Background: an optimization exercise with open tools, aiming at small area, a short achievable clock period and few clock cycles per item. Do not read the settings as production practice.
The RTL of this run was laid out without a check of its function.
Power is estimated from default activity; no workload was simulated.

--- flow/design.v ---
module et312_cipher_step (
  input  wire [2:0] lane_oh,   
  input  wire       decode,    
  input  wire [7:0] x,         
  input  wire [7:0] fbk,       
  output wire [7:0] out        
);
  wire [7:0] pre = x ^ fbk;
  wire [7:0] a = decode ? (x ^ 8'h62) : ~pre;
  wire       c6 = &a[5:0];
  wire [7:0] s;
  assign s[0] = ~a[0];
  assign s[1] = a[1] ^ a[0];
  assign s[2] = a[2] ^ (&a[1:0]);
  assign s[3] = a[3] ^ (&a[2:0]);
  assign s[4] = a[4] ^ (&a[3:0]);
  assign s[5] = a[5] ^ (&a[4:0]);
  assign s[6] = ~(a[6] ^ c6);
  assign s[7] = a[7] ^ (a[6] | c6);
  wire [7:0] out0 = s ^ (decode ? fbk : 8'h9D);
  wire [7:0] out1 = decode ? ({x[3:0], x[7:4]} ^ fbk) : {pre[3:0], pre[7:4]};
  wire [7:0] out2 = pre;
  assign out = ({8{lane_oh[0]}} & out0) | ({8{lane_oh[1]}} & out1) |
               ({8{lane_oh[2]}} & out2);
endmodule
module et312_engine (
  input  wire        clk,
  input  wire        rst,          
  input  wire        cmd_valid,
  output wire        cmd_ready,
  input  wire [15:0] cmd_data,
  output reg         resp_valid,
  output wire [15:0] resp_data
);
  localparam [7:0] K0  = 8'h65, K1  = 8'hED, K2  = 8'h83;
  localparam [7:0] IV0 = 8'hB9, IV1 = 8'hFE, IV2 = 8'h8F;
  localparam [2:0] M_IDLE = 3'd0, M_ENC = 3'd1, M_ENCCK = 3'd2,
                   M_DEC  = 3'd3, M_CKSUM = 3'd4;
  localparam [3:0] OP_STAT  = 4'h0, OP_END   = 4'h5,
                   OP_RDERR = 4'h6, OP_BYTE  = 4'h8, OP_RDOUT = 4'h9,
                   OP_RDCKX = 4'hA, OP_RDCKL = 4'hB, OP_RDCKH = 4'hC,
                   OP_RDPOSL = 4'hD, OP_RDPOSH = 4'hE, OP_RESET = 4'hF;
  assign cmd_ready = 1'b1;
  wire [3:0] op  = cmd_data[15:12];
  wire [3:0] rsv = cmd_data[11:8];
  wire [7:0] arg = cmd_data[7:0];
  wire illegal = (rsv != 4'h0) || (op == 4'h7) || (op != OP_BYTE && arg != 8'h00);
  reg        v_q;         
  reg        ill_q;       
  reg  [3:0] op_q;
  reg  [7:0] arg_q;
  always @(posedge clk) begin
    v_q   <= cmd_valid && !rst;
    ill_q <= illegal;
    op_q  <= op;
    arg_q <= arg;
  end
  reg [7:0]  fb0, fb1, fb2;
  reg [1:0]  lane;
  reg [13:0] pos;
  reg [7:0]  xacc;
  reg [15:0] sacc;
  reg [7:0]  dout;
  reg [2:0]  mode;
  reg [2:0]  err;           
  reg        ge_win;        
  reg        ge_img;        
  reg        err_any;       
  reg [7:0]  data_q;
  wire ok = v_q && !ill_q;
  wire c_start = ok && (op_q[3:2] == 2'b00 && op_q[1:0] != 2'b00 ||
                        op_q == 4'h4);
  wire c_end   = ok && op_q == OP_END;
  wire c_reset = ok && op_q == OP_RESET;
  wire c_byte  = ok && op_q == OP_BYTE;
  wire m_idle  = (mode == M_IDLE);
  wire m_enc   = (mode == M_ENC);
  wire m_encck = (mode == M_ENCCK);
  wire m_dec   = (mode == M_DEC);
  wire m_cksum = (mode == M_CKSUM);
  wire m_other = !(m_idle || m_enc || m_encck || m_dec || m_cksum);
  wire [2:0] lane_oh = {lane == 2'd2, lane == 2'd1, lane == 2'd0};
  wire [7:0] fbk = ({8{lane_oh[0]}} & (fb0 ^ K0)) | ({8{lane_oh[1]}} & (fb1 ^ K1)) |
                   ({8{lane_oh[2]}} & (fb2 ^ K2));
  wire p56 = (pos == 14'd15856);
  wire p57 = (pos == 14'd15857);
  wire p58 = (pos == 14'd15858);
  wire [7:0] x = (m_encck && p56) ? xacc :
                 (m_encck && p57) ? sacc[7:0] :
                 (m_encck && p58) ? sacc[15:8] : arg_q;
  wire [7:0] out;
  et312_cipher_step u_step (
    .lane_oh (lane_oh),
    .decode  (m_dec),
    .x       (x),
    .fbk     (fbk),
    .out     (out)
  );
  wire [7:0] fb_next = m_dec ? arg_q : out;
  wire b_cipher = c_byte && (m_enc || m_dec || (m_encck && !ge_img));
  wire b_ovr    = c_byte && m_encck && ge_img;
  wire b_nopass = c_byte && (m_idle || m_other);
  wire b_adv    = b_cipher || (c_byte && m_cksum);
  wire b_acc    = c_byte && (m_cksum || m_encck) && !ge_win;
  wire clr = rst || c_start || c_reset;    
  wire pos_max = &pos;
  wire [13:0] pos_inc = pos + {13'd0, !pos_max};
  always @(posedge clk) begin
    if (clr) begin
      fb0 <= IV0; fb1 <= IV1; fb2 <= IV2;
      lane   <= 2'd0;
      pos    <= 14'd0;
      ge_win <= 1'b0;
      ge_img <= 1'b0;
      xacc   <= 8'h00;
      sacc   <= 16'h0000;
      dout   <= 8'h00;
    end else begin
      if (b_cipher) begin
        if (lane_oh[0]) fb0 <= fb_next;
        if (lane_oh[1]) fb1 <= fb_next;
        if (lane_oh[2]) fb2 <= fb_next;
        dout <= out;
      end
      if (b_adv) begin
        lane   <= lane_oh[2] ? 2'd0 : lane + 2'd1;
        pos    <= pos_inc;
        if (pos == 14'd15855) ge_win <= 1'b1;
        if (pos == 14'd15871) ge_img <= 1'b1;
      end
      if (b_acc) begin
        xacc <= xacc ^ arg_q;
        sacc <= sacc + {8'h00, arg_q};
      end
    end
    if (rst || c_reset || c_end) mode <= M_IDLE;
    else if (c_start)            mode <= op_q[2:0];
    if (rst || c_reset) begin
      err     <= 3'b000;
      err_any <= 1'b0;
    end else begin
      if (v_q && ill_q) err[0] <= 1'b1;
      if (b_nopass)     err[1] <= 1'b1;
      if (b_ovr)        err[2] <= 1'b1;
      if ((v_q && ill_q) || b_nopass || b_ovr) err_any <= 1'b1;
    end
    resp_valid <= v_q && !rst;
    data_q <= 8'h00;
    if (ok) begin
      case (op_q)
        OP_RDERR:  data_q <= {5'b00000, err};
        OP_RDOUT:  data_q <= dout;
        OP_RDCKX:  data_q <= xacc;
        OP_RDCKL:  data_q <= sacc[7:0];
        OP_RDCKH:  data_q <= sacc[15:8];
        OP_RDPOSL: data_q <= pos[7:0];
        OP_RDPOSH: data_q <= {2'b00, pos[13:8]};
        OP_BYTE:   if (b_cipher) data_q <= out;
        default: ;
      endcase
    end
  end
  assign resp_data = {err_any, ge_img, ge_win, lane, mode, data_q};
endmodule
--- flow/constraint.sdc ---
create_clock -name core_clock -period 5.0 [get_ports {clk}]
set_input_delay 1.0000 -clock core_clock [delete_from_list [all_inputs] [get_ports {clk}]]
set_output_delay 1.0000 -clock core_clock [all_outputs]
set_load 0.01 [all_outputs]
--- flow/config.mk ---
export PLATFORM = sky130hd
export DESIGN_NAME = et312_engine
export DESIGN_NICKNAME = et312_engine
export VERILOG_FILES = /design/flow/design.v
export SDC_FILE = /design/flow/constraint.sdc
export NUM_CORES = 4
export LEC_CHECK = 0
export CAP_MARGIN = 20
export CORE_MARGIN = 2
export CORE_UTILIZATION = 40
export SLEW_MARGIN = 20
--- flow/run.sh ---
#!/bin/bash
# synth_recipe.tcl (not shown) runs the flow's synth.tcl, then flattens the netlist and writes it again
# the make line also repeats each setting of config.mk as NAME=value (left out here)
make -C /OpenROAD-flow-scripts/flow DESIGN_CONFIG=/design/flow/config.mk WORK_HOME=/design/flow/orfs CLKGATE_MAP_FILE= SYNTH_SCRIPT=/design/flow/synth_recipe.tcl finish
==> run summary <==
[power by group through the flow]
stage / clock network (mW) / logic (mW) / registers (mW)
detailed placement: 0 / 0.114 / 0.868
floorplan: 0 / 0.0786 / 0.860
global route: 0.747 / 0.126 / 0.849
global placement: 0 / 0.112 / 0.868
CTS: 0.718 / 0.115 / 0.849
finish: 0.707 / 0.116 / 0.849
[stage by stage]
| stage | util, % | std cells |
|---|---|---|
| floorplan | - | 735 |
| global placement | 44.48 | 923 |
| detailed placement | 44.48 | 923 |
| CTS | 46.42 | 937 |
| global route | 46.42 | 937 |
| finish | 46.42 | 937 |
[registers in the layout, summed over array words and instances, names as in the netlist]
register    flops
arg_q           8
data_q          8
dout            8
err             3
err_any         1
fb0             8
fb1             8
fb2             8
ge_img          1
ge_win          1
ill_q           1
lane            2
mode            3
op_q            4
pos            14
resp_valid      1
sacc           16
v_q             1
xacc            8
[final cells by class]
type	count	area, um2
clock buffer	9	225.2
clock inverter	5	58.81
fill	1384	7846
inverter	15	56.30
multi-input combinational	573	3705
sequential	104	2082
tap	184	230.2
timing repair buffer	47	440.4
[cells by family after synthesis]
| family | after synthesis | share of synthesized area (%) |
|---|---|---|
| AOI/OAI and AO/OA | 194 | 21.00 |
| xor gates and xnor gates | 59 | 8.572 |
| adders and majority gates | 15 | 3.238 |
| buffers and inverters | 58 | 4.192 |
| DFF | 104 | 34.54 |
| muxes | 35 | 6.538 |
| other | 1 | 0.06221 |
| and+or+nand+nor | 269 | 21.86 |
[worst max-delay path, cell delays in order (launching register included)]
cell and delay (ns):
dfxtp_1 0.47, nor3b_2 0.33, and4_1 0.51, mux2i_4 0.45, and2_1 0.30, o22ai_1 0.10
a21oi_1 0.22, nand4b_1 0.14, ha_1 0.16, xor2_1 0.07, mux2i_1 0.21, and3b_1 0.20
o31ai_1 0.43, o221a_1 0.25, nor2_1 0.04
[worst max path at each step]
stage	from	endpoint	cells after the start	slack (ns)
after floorplan	mode[1]$_SDFFE_PP0P_	data_q[7]$_SDFF_PN0_	17	1.61
after global placement	mode[1]$_SDFFE_PP0P_	data_q[7]$_SDFF_PN0_	14	1.18
after detailed placement	mode[1]$_SDFFE_PP0P_	data_q[7]$_SDFF_PN0_	14	1.04
after CTS	mode[1]$_SDFFE_PP0P_	data_q[7]$_SDFF_PN0_	14	1.02
after global routing	mode[1]$_SDFFE_PP0P_	data_q[7]$_SDFF_PN0_	14	0.68
final	mode[1]$_SDFFE_PP0P_	data_q[7]$_SDFF_PN0_	14	0.98
[routing by layer]
| metal | up-vias | global-route usage [%] |
|---|---|---|
| met4 | 0 | 11.44 |
| met2 | 212 | 34.82 |
| met5 | - | 0 |
| met1 | 2684 | 30.65 |
| li1 | 2668 | - |
| met3 | 43 | 4.766 |
[Yosys cell counts (all sizes together), types with 14 or more instances]
library cell,count,area share [%]
dfxtp,104,35
nor2,88,5.5
nand2,76,4.8
a21oi,56,4.6
o21ai,45,3.7
xnor2,35,5.1
mux2i,31,5.4
clkbuf,29,1.8
xor2,24,3.5
nand3,17,1.4
nor2b,17,1.8
nor3,16,1.4
inv,15,0.93
buf,14,1.5
ha,14,2.9
==> results by group <==
STA
  • Final setup fails: 0
  • Hold WS: 0.4854 ns
  • Skew final: 0.008725 ns
  • Fin. Hold Viols: 0
  • Achievable Freq: 0.2488 GHz
  • Final min period: 4.019 ns
  • Max-slew violation count: 0
  • Setup tns final: 0 ns
  • RSZ-0062 raised after global routing: no
  • Smallest setup slack after layout: 0.9809 ns
  • Worst-margin pin slew: 0.8346 ns
  • Rel. slew slack: 44.28%
  • Period utilisation layout: 80.38%

Worst hold path
  • Worst hold path depth: 2
  • Hold Startpoint: fb0[4]$_SDFFE_PP1P_
  • WHS Endpoint: fb0[4]$_SDFFE_PP1P_
  • HP Class: reg -> reg

Clock tree
  • CTS tree: done
  • Cts repair resizes: 0
  • Setup repair bufs after CTS: 0
  • Clock root buffer: clkbuf_16
  • Clock sinks: 104
  • Hold-fix buffers, CTS: 0
  • Clk slew on worst S/H paths: 0.07 ns
  • Clk Latency, worst-skew pair: 0.36 ns
  • H-tree depth: 3
  • Max clock buf depth: 2
  • Total CTS buffers: 9

Pwr
  • Clock share of power: 42.3%
  • Sequential group share of total power: 50.8%
  • Total chip power: 1.672 mW
  • Sw frac: 24.20%
  • Int Power: 1.267 mW
  • Combinational power share: 7.0%
  • Leak: 2.360 nW
  • PwrDens: 245.9 mW/mm2
  • P_sw: 0.4046 mW
  • Max VDD drop: 0.1800 mV

Global routing
  • Vias in the first global route: 5269
  • Total track usage: 22.81%
  • First-pass GRT wire length: 28600 um
  • Gr ovfl total: 0
  • Pin count of the biggest net entering global routing: 38
  • Initial antenna violation count: 0

Setup path
  • Critical path class: reg -> reg
  • Critical path launch point type: flip-flop
  • Max FO, Critical Path: 8
  • Crit. End Element: flip-flop
  • RR Endpoint: data_q[7]$_SDFF_PN0_
  • Worst EP required: 5.24 ns
  • Worst R2R Setup Slack: 0.98 ns
  • R2r worst-path depth: 14
  • Worst reg2reg path startpoint: mode[1]$_SDFFE_PP0P_
  • WP data arrival: 4.26 ns

Detailed routing
  • Top routing layer used: met4
  • Initial DRC count: 681
  • Wire length on met3: 1205 um
  • First-pass DRT Iterations: 6
  • DRC viols: 0
  • Vias: 5607
  • M1 WL: 8167 um
  • Detail Route met2 WL: 7911 um
  • Detail Route Antenna Nets: 0
  • DRT Wirelength: 18050 um
  • Routed len/inst: 19.26 um
  • Vias per inst: 5.984

Synthesis
  • Syn_area_per_cell: 8.202 um2
  • EDFF count, synth: 0
  • Ys flop type: dfxtp_1
  • Post-synth net total: 769
  • Yosys cell types: 79
  • Cell Area, Synth: 0.006028 mm2
  • Yosys reg bits: 104
  • Async SR Flop Fraction: 0%
  • Post-synthesis sequential area ratio: 34.54%
  • Syn Inst Count: 735
  • Synth Warn #: 1

Finish
  • Fin nets: 784
  • Layout cells sized above 1: 5.976%
  • Final instance area: 0.006798 mm2
  • Most frequent cells in the layout: 104 x dfxtp_1, 88 x nor2_1, 75 x nand2_1
  • # diodes: 0
  • Area growth syn-to-layout: 12.76%
  • Commonest non-fill, non-tap cell in the layout: dfxtp_1

Die
  • Initial Util: 41.17%
  • Die height: 126.8 um
  • Row count: 44
  • DIE WIDTH: 126.8 um
  • Die area: 0.01607 mm2
  • # IOs: 37
  • Core area: 0.01464 mm2

Placement
  • Place WS: 1.041 ns
  • Routability cong.: 0.9915
  • Port Buffers: 35
  • Post-DP HPWL: 13190 um
  • Post-DP Area: 0.006514 mm2

Flow run
  • Max Cap Viol: 0

Status
  • Status: finished clean

==> re-timing with driven ports <==
How much do the figures lean on ideal ports? The routed layout below was timed once more, with nothing changed but the port constraints.
Step 1 (the two cells are an assumption about what drives the block):
set clk [get_ports {clk}]
set_driving_cell -lib_cell sky130_fd_sc_hd__clkbuf_16 $clk
set_driving_cell -lib_cell sky130_fd_sc_hd__buf_2 [delete_from_list [all_inputs] $clk]
Step 2, shift: input delay + t, output delay - t, t = (earliest + latest rising clock arrival at the registers) / 2. This alone moves slack from input paths to output paths.
a / b / c = no drivers / after step 1 / after step 2; a / b = the first two.
t, ns: 0.398
slack for setup (ns): 0.981 / 0.981 / 0.981
slew at the worst register clock pin (ns): 0.07 / 0.07
worst slew at a driven data input, ns: 0.04
cell pins on the clock port's net: 1
After both steps this run still meets setup and hold. The setup slack of this run moves by 0.000 ns with the drivers and by 0.000 ns with both steps.
